This is an optimization exercise on Yosys and OpenROAD, whose aim is small area, a short achievable clock period and few clock cycles, not a production implementation. Function was checked by simulation only, so behaviour that the tests miss may differ from the original.

yarrow:
==> flow/design.v (excerpt) <==
module cu_compensate (
    input  wire               clk,
    input  wire               rst,
    input  wire               start,
    input  wire        [15:0] cal_t1,      
    input  wire signed [15:0] cal_t2,
    input  wire signed [15:0] cal_t3,
    input  wire        [15:0] cal_p1,      
    input  wire signed [15:0] cal_p2,
    input  wire signed [15:0] cal_p3,
    input  wire signed [15:0] cal_p4,
    input  wire signed [15:0] cal_p5,
    input  wire signed [15:0] cal_p6,
    input  wire signed [15:0] cal_p7,
    input  wire signed [15:0] cal_p8,
    input  wire signed [15:0] cal_p9,
    input  wire        [19:0] adc_t,
    input  wire        [19:0] adc_p,
    output reg                done,
    output wire               err,         
    output wire        [31:0] temp,        
    output wire        [31:0] press_q8,    
    output wire        [24:0] press_pa     
);
clock: 25.0 ns
lec_check: 0
cap_margin: 20
core_margin: 2
core_utilization: 40
slew_margin: 20
standard.sh (not shown) runs the stock make flow with config.mk's settings and CLKGATE_MAP_FILE= SYNTH_SCRIPT=/design/flow/synth_recipe.tcl, a recipe that flattens the netlist after the stock synthesis.
==> flow/flow/run.sh <==
#!/bin/bash
# Layout flow: the standard flow (standard.sh, standard synthesis unchanged) with five
# changes to how the layout is made: the design repair aims 5% below the slew and capacitance limits (not 20%), the port buffers are buf_1 cells instead of delay
# buffers, the timing repair steps aim for 18.5 ns of setup slack at the design's period,
# clock tree synthesis clusters up to 18 flip-flops per leaf buffer and adds no dummy loads,
# and the repair after global routing estimates wires 20% heavier (flow/grt_rc.tcl).
# make's full output goes to flow.log; each ORFS step keeps its own log under orfs/logs.
set -uo pipefail
bash standard.sh BUFFER_PORTS_ARGS="-buffer_cell sky130_fd_sc_hd__buf_1" \
  SETUP_SLACK_MARGIN=18.5 SLEW_MARGIN=5 CAP_MARGIN=5 \
  CTS_ARGS="-sink_clustering_enable -repair_clock_nets -sink_clustering_size 18 -sink_clustering_max_diameter 100 -dont_use_dummy_load" \
  PRE_GLOBAL_ROUTE_TCL="$PWD/flow/grt_rc.tcl" finish > flow.log 2>&1
==> flow/flow/grt_rc.tcl <==
set_layer_rc -layer li1  -capacitance [expr 1.2 * 1.499e-04]   -resistance [expr 1.2 * 7.176e-02]
set_layer_rc -layer met1 -capacitance [expr 1.2 * 1.72375E-04] -resistance [expr 1.2 * 8.929e-04]
set_layer_rc -layer met2 -capacitance [expr 1.2 * 1.36233E-04] -resistance [expr 1.2 * 8.929e-04]
set_layer_rc -layer met3 -capacitance [expr 1.2 * 2.14962E-04] -resistance [expr 1.2 * 1.567e-04]
set_layer_rc -layer met4 -capacitance [expr 1.2 * 1.48128E-04] -resistance [expr 1.2 * 1.567e-04]
set_layer_rc -layer met5 -capacitance [expr 1.2 * 1.54087E-04] -resistance [expr 1.2 * 1.781e-05]
set_wire_rc -signal -layer met1
set_wire_rc -clock -layer met3
yarrow went all the way through the flow, and no timing, DRC or antenna check failed.
Testbench counts of yarrow, summed over its fixed seeds: cycles 15,744.
Input changes introduced in nickel (baseline for comparison: yarrow):
==> flow/flow/run.sh <==
#!/bin/bash
# Layout flow: the standard flow (standard.sh, standard synthesis unchanged) with four
# changes to how the layout is made: the port buffers are buf_1 cells instead of delay
# buffers, the timing repair steps aim for 18.5 ns of setup slack at the design's period,
# clock tree synthesis clusters up to 18 flip-flops per leaf buffer and adds no dummy loads,
# and the repair after global routing estimates wires 20% heavier (flow/grt_rc.tcl).
# make's full output goes to flow.log; each ORFS step keeps its own log under orfs/logs.
set -uo pipefail
bash standard.sh BUFFER_PORTS_ARGS="-buffer_cell sky130_fd_sc_hd__buf_1" \
  SETUP_SLACK_MARGIN=18.5 \
  CTS_ARGS="-sink_clustering_enable -repair_clock_nets -sink_clustering_size 18 -sink_clustering_max_diameter 100 -dont_use_dummy_load" \
  PRE_GLOBAL_ROUTE_TCL="$PWD/flow/grt_rc.tcl" finish > flow.log 2>&1
## What came out
- Fraction of the cycle the final worst path needs down 0.37 points in nickel wrt yarrow
- In nickel the number of stages on the worst setup path turned out 4 lower than in yarrow.
- Worst-case setup margin in the final layout: lower on yarrow
- Of nickel and yarrow, it is nickel that has the lower met2 capacity usage during global routing.
- Changes observed in nickel relative to yarrow: count of cells along the worst register-to-register path saw an increase, relative area change from synthesis to final layout higher, total length of routed wires level, slew at the pin with the worst max-slew slack +0.034 ns, headroom to the max-slew limit dropped 2.3 points.

---

Setup of alpha:
Another version of the RTL of cu_compensate (not shown whole).
Size in the first run: about 450 flip-flops, about 330 I/O pins, about 0.052 sq mm of cells after synthesis.
// cu_compensate
module cu_compensate (
    input  wire               clk,
    input  wire               rst,
    input  wire               start,
    input  wire        [15:0] cal_t1,      
    input  wire signed [15:0] cal_t2,
    input  wire signed [15:0] cal_t3,
    input  wire        [15:0] cal_p1,      
    input  wire signed [15:0] cal_p2,
    input  wire signed [15:0] cal_p3,
    input  wire signed [15:0] cal_p4,
    input  wire signed [15:0] cal_p5,
    input  wire signed [15:0] cal_p6,
    input  wire signed [15:0] cal_p7,
    input  wire signed [15:0] cal_p8,
    input  wire signed [15:0] cal_p9,
    input  wire        [19:0] adc_t,
    input  wire        [19:0] adc_p,
    output reg                done,
    output wire               err,         
    output wire        [31:0] temp,        
    output wire        [31:0] press_q8,    
    output wire        [24:0] press_pa     
);
==> flow/config.mk <==
export PLATFORM = sky130hd
export DESIGN_NAME = cu_compensate
export DESIGN_NICKNAME = cu_compensate
export VERILOG_FILES = /design/flow/design.v
export SDC_FILE = /design/flow/constraint.sdc
export NUM_CORES = 8
export LEC_CHECK = 0
export CAP_MARGIN = 20
export CORE_MARGIN = 2
export CORE_UTILIZATION = 40
export SLEW_MARGIN = 20
==> flow/constraint.sdc <==
create_clock -name core_clock -period 25.0 [get_ports {clk}]
set_input_delay 5.0000 -clock core_clock [delete_from_list [all_inputs] [get_ports {clk}]]
set_output_delay 5.0000 -clock core_clock [all_outputs]
set_load 0.01 [all_outputs]
==> flow/flow/run.sh <==
#!/bin/bash
# Layout flow: the standard flow (standard.sh, standard synthesis unchanged) with four
# changes to how the layout is made: the port buffers are buf_1 cells instead of delay
# buffers, the timing repair steps aim for 18.5 ns of setup slack at the design's period,
# clock tree synthesis clusters up to 22 flip-flops per leaf buffer, and the repair after
# global routing estimates wires 20% heavier (flow/grt_rc.tcl).
# make's full output goes to flow.log; each ORFS step keeps its own log under orfs/logs.
set -uo pipefail
bash standard.sh BUFFER_PORTS_ARGS="-buffer_cell sky130_fd_sc_hd__buf_1" \
  SETUP_SLACK_MARGIN=18.5 CTS_CLUSTER_SIZE=22 CTS_CLUSTER_DIAMETER=80 \
  PRE_GLOBAL_ROUTE_TCL="$PWD/flow/grt_rc.tcl" finish > flow.log 2>&1
Scripts as last shown in full above: flow/flow/grt_rc.tcl
Testbench counts of alpha, summed over its fixed seeds: cycles 16,128.
The inputs of beta differ from those of alpha as listed below.
-- flow/flow/run.sh --
<<< alpha, line 5
# clock tree synthesis clusters up to 22 flip-flops per leaf buffer, and the repair after
>>> beta, line 5
# clock tree synthesis clusters up to 18 flip-flops per leaf buffer, and the repair after
<<< alpha, line 10
  SETUP_SLACK_MARGIN=18.5 CTS_CLUSTER_SIZE=22 CTS_CLUSTER_DIAMETER=80 \
>>> beta, line 10
  SETUP_SLACK_MARGIN=18.5 CTS_CLUSTER_SIZE=18 CTS_CLUSTER_DIAMETER=100 \
### Flow results
- The post-route cell area number comes out lower for beta vs alpha.
- Comparing non-clock buffer count for alpha and beta, the smaller number came from beta.
- Number of global-route vias before repair essentially unchanged between beta and alpha.
- Setup slack in beta is larger than in alpha.
- Looking at alpha and beta, the total number of multi-input combinational cells is a wash.
- Higher first-iteration DRC count was reported by alpha, not beta.
- From alpha to beta the numbers moved as follows: detailed-route via count closely matched the old numbers; CTS sink count closely matched the old numbers; layout overhead on the synthesized area decreased by 0.50 points relative to the old numbers.
- Between alpha and beta, the difference in fraction of area in registers is negligible.

---

cu_compensate, a different RTL version from the one above (not shown whole).
Size in the first run: about 6,300 cells after synthesis, ~330 I/O pins.
==> flow/config.mk <==
export PLATFORM = sky130hd
export DESIGN_NAME = cu_compensate
export DESIGN_NICKNAME = cu_compensate
export VERILOG_FILES = /design/flow/design.v
export SDC_FILE = /design/flow/constraint.sdc
export NUM_CORES = 8
export LEC_CHECK = 0
export CAP_MARGIN = 20
export CORE_MARGIN = 2
export CORE_UTILIZATION = 40
export SLEW_MARGIN = 20
==> flow/constraint.sdc <==
create_clock -name core_clock -period 25.0 [get_ports {clk}]
set_input_delay 5.0000 -clock core_clock [delete_from_list [all_inputs] [get_ports {clk}]]
set_output_delay 5.0000 -clock core_clock [all_outputs]
set_load 0.01 [all_outputs]
==> flow/flow/run.sh <==
#!/bin/bash
# Layout flow: the standard flow (standard.sh, standard synthesis unchanged) with two
# changes to how the layout is made: the port buffers are buf_1 cells instead of delay
# buffers, and the timing repair steps aim for 18.5 ns of setup slack at the design's period.
# make's full output goes to flow.log; each ORFS step keeps its own log under orfs/logs.
set -uo pipefail
bash standard.sh BUFFER_PORTS_ARGS="-buffer_cell sky130_fd_sc_hd__buf_1" \
  SETUP_SLACK_MARGIN=18.5 finish > flow.log 2>&1
Testbench counts at the start, summed over its fixed seeds: cycles 17,280.
Change:
==> flow/flow/run.sh (replaced) <==
#!/bin/bash
# Layout flow: the standard flow (standard.sh, standard synthesis unchanged) with two
# changes to how the layout is made: the port buffers are buf_1 cells instead of delay
# buffers, and the timing repair steps aim for 18.75 ns of setup slack at the design's period.
# make's full output goes to flow.log; each ORFS step keeps its own log under orfs/logs.
set -uo pipefail
bash standard.sh BUFFER_PORTS_ARGS="-buffer_cell sky130_fd_sc_hd__buf_1" \
  SETUP_SLACK_MARGIN=18.75 finish > flow.log 2>&1
Result: Setup slack improves by 0.045 ns; design area went up by 2.3%; synthesized cell count is unchanged; count of clock-buffer cells in the layout came out lower by 3; fmax came out higher by 0.70%.
Change:
==> flow/flow/run.sh (replaced) <==
#!/bin/bash
# Layout flow: the standard flow (standard.sh, standard synthesis unchanged) with two
# changes to how the layout is made: the port buffers are buf_1 cells instead of delay
# buffers, and the timing repair steps aim for 18.25 ns of setup slack at the design's period.
# make's full output goes to flow.log; each ORFS step keeps its own log under orfs/logs.
set -uo pipefail
bash standard.sh BUFFER_PORTS_ARGS="-buffer_cell sky130_fd_sc_hd__buf_1" \
  SETUP_SLACK_MARGIN=18.25 finish > flow.log 2>&1
Effect: Synthesized cell count stays the same. Setup slack is worse by 0.30 ns. Area after synthesis does not change.

---

Another version of the RTL of cu_compensate (not shown whole).
For scale: about 6200 cells after synthesis, about 450 flip-flops, roughly 330 I/O pins, about 54000 µm² of cells after synthesis.
export LEC_CHECK = 0
export CAP_MARGIN = 20
export CORE_MARGIN = 2
export CORE_UTILIZATION = 40
export SLEW_MARGIN = 20
create_clock -name core_clock -period 25.0 [get_ports {clk}]
==> flow/flow/run.sh <==
#!/bin/bash
# Layout flow: the standard flow (standard.sh, standard synthesis unchanged) with two
# changes to how the layout is made: the port buffers are buf_1 cells instead of delay
# buffers, and the timing repair steps aim for 18.5 ns of setup slack at the design's period.
# make's full output goes to flow.log; each ORFS step keeps its own log under orfs/logs.
set -uo pipefail
bash standard.sh BUFFER_PORTS_ARGS="-buffer_cell sky130_fd_sc_hd__buf_1" \
  SETUP_SLACK_MARGIN=18.5 finish > flow.log 2>&1
The baseline produced a clean layout.
Testbench counts at the start, summed over its fixed seeds: cycles 16,128.
==> next run, changes <==
--- a/flow/flow/run.sh
+++ b/flow/flow/run.sh
@@ -4 +4 @@
-# buffers, and the timing repair steps aim for 18.5 ns of setup slack at the design's period.
+# buffers, and the timing repair steps aim for 18.5 ns of setup slack at the design's period, and ABC maps for a 6.5 ns clock.
@@ -8 +8 @@
-  SETUP_SLACK_MARGIN=18.5 finish > flow.log 2>&1
+  SETUP_SLACK_MARGIN=18.5 ABC_CLOCK_PERIOD_IN_PS=6500 finish > flow.log 2>&1
What happened: The changed run completed without violations. Register-to-register slack hardly moves. Worst setup slack stays the same. Hold slack stays the same.

---

Another version of the RTL of cu_compensate (not shown whole).
Size in the first run: about 6400 cells after synthesis, ~450 flip-flops, about 330 I/O pins, about 55000 sq um of cells after synthesis.
## cu_compensate
module cu_compensate (
    input  wire               clk,
    input  wire               rst,
    input  wire               start,
    input  wire        [15:0] cal_t1,      
    input  wire signed [15:0] cal_t2,
    input  wire signed [15:0] cal_t3,
    input  wire        [15:0] cal_p1,      
    input  wire signed [15:0] cal_p2,
    input  wire signed [15:0] cal_p3,
    input  wire signed [15:0] cal_p4,
    input  wire signed [15:0] cal_p5,
    input  wire signed [15:0] cal_p6,
    input  wire signed [15:0] cal_p7,
    input  wire signed [15:0] cal_p8,
    input  wire signed [15:0] cal_p9,
    input  wire        [19:0] adc_t,
    input  wire        [19:0] adc_p,
    output reg                done,
    output wire               err,         
    output wire        [31:0] temp,        
    output wire        [31:0] press_q8,    
    output wire        [24:0] press_pa     
);
export LEC_CHECK = 0
export CAP_MARGIN = 20
export CORE_MARGIN = 2
export CORE_UTILIZATION = 40
export SLEW_MARGIN = 20
create_clock -name core_clock -period 25.0 [get_ports {clk}]
run.sh (not shown) runs the stock make flow with config.mk's settings and CLKGATE_MAP_FILE= SYNTH_SCRIPT=/design/flow/synth_recipe.tcl, a recipe that flattens the netlist after the stock synthesis.
Stock flow here: none of the scripts above is used.
The baseline completed with no timing, DRC or antenna violations.
Testbench counts at the start, summed over its fixed seeds: cycles 20,360.
Edit:
==> flow/flow/run.sh (new file) <==
#!/bin/bash
# Layout flow: the standard flow (standard.sh, standard synthesis unchanged) with two
# changes to how the layout is made: the port buffers are buf_1 cells instead of delay
# buffers, and the timing repair steps aim for 17 ns of setup slack at the design's period.
# make's full output goes to flow.log; each ORFS step keeps its own log under orfs/logs.
set -uo pipefail
bash standard.sh BUFFER_PORTS_ARGS="-buffer_cell sky130_fd_sc_hd__buf_1" SETUP_SLACK_MARGIN=17 finish > flow.log 2>&1
==> flow/standard.sh (new file) <==
#!/bin/bash
# synth_recipe.tcl (not shown) runs the flow's synth.tcl, then flattens the netlist and writes it again
# the make line also repeats each setting of config.mk as NAME=value (left out here)
make -C /OpenROAD-flow-scripts/flow DESIGN_CONFIG=/design/flow/config.mk WORK_HOME=/design/flow/orfs CLKGATE_MAP_FILE= SYNTH_SCRIPT=/design/flow/synth_recipe.tcl "${@:-finish}"
removed: flow/run.sh
What happened:
- The changed run went through all stages and came out clean
- core utilization shrinks by 1.4 points
- hold slack loses 0.021 ns
- worst setup slack gets better by 0.42 ns
- global-route usage shrinks by 0.22 points
- non-clock buffer count rose by 9
- design area fell by about 3%
- register-to-register slack is better by 0.42 ns
- synthesized cell count does not change

---

== v46 ==
Another version of the RTL of cu_compensate (not shown whole).
Size in the first run: ~6200 cells after synthesis, about 450 flip-flops, roughly 330 I/O pins, ~52000 sq um of cells after synthesis.
clock: 25.0 ns
lec_check: 0
cap_margin: 20
core_margin: 2
core_utilization: 40
slew_margin: 20
standard.sh (not shown) runs the stock make flow with config.mk's settings and CLKGATE_MAP_FILE= SYNTH_SCRIPT=/design/flow/synth_recipe.tcl, a recipe that flattens the netlist after the stock synthesis.
==> flow/flow/run.sh <==
#!/bin/bash
# Layout flow: the standard flow (standard.sh, standard synthesis unchanged) with three
# changes to how the layout is made: the port buffers are buf_1 cells instead of delay
# buffers, the timing repair steps aim for 18.5 ns of setup slack at the design's period,
# and clock tree synthesis clusters up to 18 flip-flops per leaf buffer.
# make's full output goes to flow.log; each ORFS step keeps its own log under orfs/logs.
set -uo pipefail
bash standard.sh BUFFER_PORTS_ARGS="-buffer_cell sky130_fd_sc_hd__buf_1" \
  SETUP_SLACK_MARGIN=18.5 CTS_CLUSTER_SIZE=18 CTS_CLUSTER_DIAMETER=100 finish > flow.log 2>&1
Having completed the whole flow, v46 delivered a layout that passed the timing, DRC and antenna checks.
Testbench counts of v46, summed over its fixed seeds: cycles 16,128.
Changes in v35 relative to v46:
==> flow/flow/run.sh <==
#!/bin/bash
# Layout flow: the standard flow (standard.sh, standard synthesis unchanged) with two
# changes to how the layout is made: the port buffers are buf_1 cells instead of delay
# buffers, and the timing repair steps aim for 18.5 ns of setup slack at the design's period.
# make's full output goes to flow.log; each ORFS step keeps its own log under orfs/logs.
set -uo pipefail
bash standard.sh BUFFER_PORTS_ARGS="-buffer_cell sky130_fd_sc_hd__buf_1" \
  SETUP_SLACK_MARGIN=18.5 finish > flow.log 2>&1
Results
- v35 vs. v46: achievable clock frequency moved up.
- Global-route usage (v35 over v46): increase, 0.21 points
- Diff v46 -> v35: post-layout net count has increased, number of signal-net buffers in the layout rose 2.0%.
- Compared to v46, the routing of v35 uses more wire.
- Wire length of the first global-routing pass: v35 and v46 compared, higher one is v35
- Higher worst relative slew slack goes to v46 over v35.
> inputs changed (v35 -> v39)
-- flow/flow/run.sh --
<<< v35, line 7
bash standard.sh BUFFER_PORTS_ARGS="-buffer_cell sky130_fd_sc_hd__buf_1" \
  SETUP_SLACK_MARGIN=18.5 finish > flow.log 2>&1
>>> v39, line 7
bash standard.sh BUFFER_PORTS_ARGS="-buffer_cell sky130_fd_sc_hd__buf_1" \
  SETUP_SLACK_MARGIN=18.5 RECOVER_POWER=30 finish > flow.log 2>&1
Findings:
v39 finished every stage; the final checks, however, were not passed, the failures being capacitance limit, slew limit. Reported for v39 and v35, synthesized area turned out identical to the last digit. For ratio of routed vias to standard cells, v35 and v39 come out practically identical. Across both runs, final cell utilization of the core was lower for v39 than for v35. Going from v35 to v39, clock edge transition at the registers on the reported setup and hold paths closely matched the old numbers; total length of routed wires closely matched the old numbers; time the worst path needs with I/O delays and setup increased by 3130 ps relative to the old numbers. v35 → v39: register-to-register slack saw a decrease; via count saw an increase.
What v48 does differently from v39 at the input level:
==> flow/flow/run.sh <==
#!/bin/bash
# Layout flow: the standard flow (standard.sh, standard synthesis unchanged) with three
# changes to how the layout is made: the port buffers are buf_1 cells instead of delay
# buffers, the timing repair steps aim for 18.5 ns of setup slack at the design's period,
# and the repair after global routing estimates wires 20% heavier (flow/grt_rc.tcl).
# make's full output goes to flow.log; each ORFS step keeps its own log under orfs/logs.
set -uo pipefail
bash standard.sh BUFFER_PORTS_ARGS="-buffer_cell sky130_fd_sc_hd__buf_1" \
  SETUP_SLACK_MARGIN=18.5 PRE_GLOBAL_ROUTE_TCL="$PWD/flow/grt_rc.tcl" finish > flow.log 2>&1
==> flow/flow/grt_rc.tcl (new file) <==
set_layer_rc -layer li1  -capacitance [expr 1.2 * 1.499e-04]   -resistance [expr 1.2 * 7.176e-02]
set_layer_rc -layer met1 -capacitance [expr 1.2 * 1.72375E-04] -resistance [expr 1.2 * 8.929e-04]
set_layer_rc -layer met2 -capacitance [expr 1.2 * 1.36233E-04] -resistance [expr 1.2 * 8.929e-04]
set_layer_rc -layer met3 -capacitance [expr 1.2 * 2.14962E-04] -resistance [expr 1.2 * 1.567e-04]
set_layer_rc -layer met4 -capacitance [expr 1.2 * 1.48128E-04] -resistance [expr 1.2 * 1.567e-04]
set_layer_rc -layer met5 -capacitance [expr 1.2 * 1.54087E-04] -resistance [expr 1.2 * 1.781e-05]
set_wire_rc -signal -layer met1
set_wire_rc -clock -layer met3
Results
- Of v48 and v39, only v48 finishes the flow clean.
- v48 against v39: flip-flop and latch share of the layout cell area decreased 0.38 points; setup slack climbed 3460 ps.
- Minimum clock period after layout: v48 vs v39 down 3460 ps
- The worst setup skew after layout of v48 and that of v39 are within noise of each other.
Here is what was changed in the inputs of v10 compared with v48.
==> flow/flow/run.sh <==
#!/bin/bash
# Layout flow: the standard flow (standard.sh, standard synthesis script unchanged) with
# three changes to how the layout is made: ABC maps with its area script, the port buffers
# are buf_1 cells instead of delay buffers, and the timing repair steps aim for 18.5 ns of
# setup slack at the design's period.
# make's full output goes to flow.log; each ORFS step keeps its own log under orfs/logs.
set -uo pipefail
bash standard.sh BUFFER_PORTS_ARGS="-buffer_cell sky130_fd_sc_hd__buf_1" \
  SETUP_SLACK_MARGIN=18.5 ABC_AREA=1 finish > flow.log 2>&1
removed: flow/flow/grt_rc.tcl
==> summary.txt <==
For overall via count from detail_route, dividing the value from v10 by the value from v48 gives 1.16.
Sort v10 and v48 by critical path depth desc -> top: v10
Relative to v48, the biggest cell delay along the critical path of v10 is higher by 260 ps.
Relative to v48, v10 degrades worst hold slack.
[v10] arrival time at the worst endpoint rose 5720 ps relative to v48
Taking v48 as 1.0, v10 lands at 2.6 on layout inverter count without the clock tree.
Share of the yosys chip area belonging to registers was lower in the run labelled v10.
Comparing v10 and v48, the higher maximum fanout encountered on the critical timing path was measured on v10.
Relative to v10, the following input files were edited for v27:
==> flow/flow/run.sh <==
#!/bin/bash
# Layout flow: the standard flow (standard.sh, standard synthesis unchanged) with four
# changes to how the layout is made: the port buffers are buf_1 cells instead of delay
# buffers, the timing repair steps aim for 18.5 ns of setup slack at the design's period,
# clock tree synthesis clusters up to 18 flip-flops per leaf buffer, and the repair after
# global routing estimates wires 20% heavier (flow/grt_rc.tcl).
# make's full output goes to flow.log; each ORFS step keeps its own log under orfs/logs.
set -uo pipefail
bash standard.sh BUFFER_PORTS_ARGS="-buffer_cell sky130_fd_sc_hd__buf_1" \
  SETUP_SLACK_MARGIN=18.5 CTS_CLUSTER_SIZE=18 CTS_CLUSTER_DIAMETER=100 \
  PRE_GLOBAL_ROUTE_TCL="$PWD/flow/grt_rc.tcl" finish > flow.log 2>&1
==> flow/flow/grt_rc.tcl (new file) <==
set_layer_rc -layer li1  -capacitance [expr 1.2 * 1.499e-04]   -resistance [expr 1.2 * 7.176e-02]
set_layer_rc -layer met1 -capacitance [expr 1.2 * 1.72375E-04] -resistance [expr 1.2 * 8.929e-04]
set_layer_rc -layer met2 -capacitance [expr 1.2 * 1.36233E-04] -resistance [expr 1.2 * 8.929e-04]
set_layer_rc -layer met3 -capacitance [expr 1.2 * 2.14962E-04] -resistance [expr 1.2 * 1.567e-04]
set_layer_rc -layer met4 -capacitance [expr 1.2 * 1.48128E-04] -resistance [expr 1.2 * 1.567e-04]
set_layer_rc -layer met5 -capacitance [expr 1.2 * 1.54087E-04] -resistance [expr 1.2 * 1.781e-05]
set_wire_rc -signal -layer met1
set_wire_rc -clock -layer met3
### Flow results
- v27 ended with every stage complete and zero timing, DRC or antenna violations.
- v27 ends up with a multiplexer share of the synthesized area that is 0.64 points higher than in v10.
- Measured against v10, the wire length of the first global-routing pass of v27 comes out at 0.827 times the reference value.
- Lower cell count was reported by v27, not v10.
- Summary — area overhead of the layout relative to synthesis, v27 relative to v10: higher, by 1.1 points.

## port drivers added, routing unchanged
The results above use ideal ports. As a check the final layouts listed here were re-extracted and re-timed, cells and wires unchanged. Step 1 (the two cells are an assumption about what drives the block):
set clk [get_ports {clk}]
set_driving_cell -lib_cell sky130_fd_sc_hd__clkbuf_16 $clk
set_driving_cell -lib_cell sky130_fd_sc_hd__buf_2 [delete_from_list [all_inputs] $clk]
Step 2, shift: input delay + t, output delay - t, t = (earliest + latest rising clock arrival at the registers) / 2. This alone moves slack from input paths to output paths. a / b / c = ideal / step 1 / step 2; a / b = the first two.
run | shift t [ns] | slack for setup (ns) | hold WS [ns] | worst setup path after step 2
yarrow | 0.707 | 18.465 / 18.419 / 17.712 | 0.370 / 0.370 / 0.370 | input to register
nickel | 0.695 | 18.558 / 18.475 / 17.892 | 0.370 / 0.370 / 0.370 | input to register
alpha | 0.721 | 18.555 / 18.478 / 18.007 | 0.441 / 0.441 / 0.441 | input to register
beta | 0.708 | 18.559 / 18.483 / 18.037 | 0.440 / 0.440 / 0.440 | input to register
the first run of note 3 | 0.756 | 18.468 / 18.403 / 17.837 | 0.464 / 0.464 / 0.464 | input to register
the second run of note 3 | 0.769 | 18.513 / 18.449 / 18.046 | 0.539 / 0.539 / 0.539 | input to register
the third run of note 3 | 0.752 | 18.212 / 18.146 / 17.831 | 0.439 / 0.439 / 0.439 | input to register
the first run of note 4 | 0.764 | 18.459 / 18.380 / 17.841 | 0.433 / 0.433 / 0.433 | input to register
the second run of note 4 | 0.764 | 18.459 / 18.380 / 17.841 | 0.433 / 0.433 / 0.433 | input to register
the first run of note 5 | 0.780 | 16.694 / 16.694 / 16.179 | 0.329 / 0.329 / 0.329 | input to register
the second run of note 5 | 0.761 | 17.112 / 17.114 / 16.406 | 0.307 / 0.307 / 0.307 | input to register
v46 | 0.706 | 18.186 / 18.186 / 17.844 | 0.456 / 0.456 / 0.456 | input to register
v35 | 0.764 | 18.215 / 18.215 / 17.831 | 0.445 / 0.445 / 0.445 | input to register
v39 | 0.762 | 15.082 / 15.082 / 15.082 | 0.455 / 0.455 / 0.455 | register to register
v48 | 0.764 | 18.538 / 18.456 / 17.975 | 0.445 / 0.445 / 0.445 | input to register
v10 | 0.823 | 18.386 / 18.386 / 17.874 | 0.390 / 0.390 / 0.390 | input to register
v27 | 0.706 | 18.559 / 18.476 / 17.965 | 0.454 / 0.454 / 0.454 | input to register
For yarrow, which loses most, drivers alone change the setup slack by -0.046 ns; drivers and shift together by -0.753 ns.
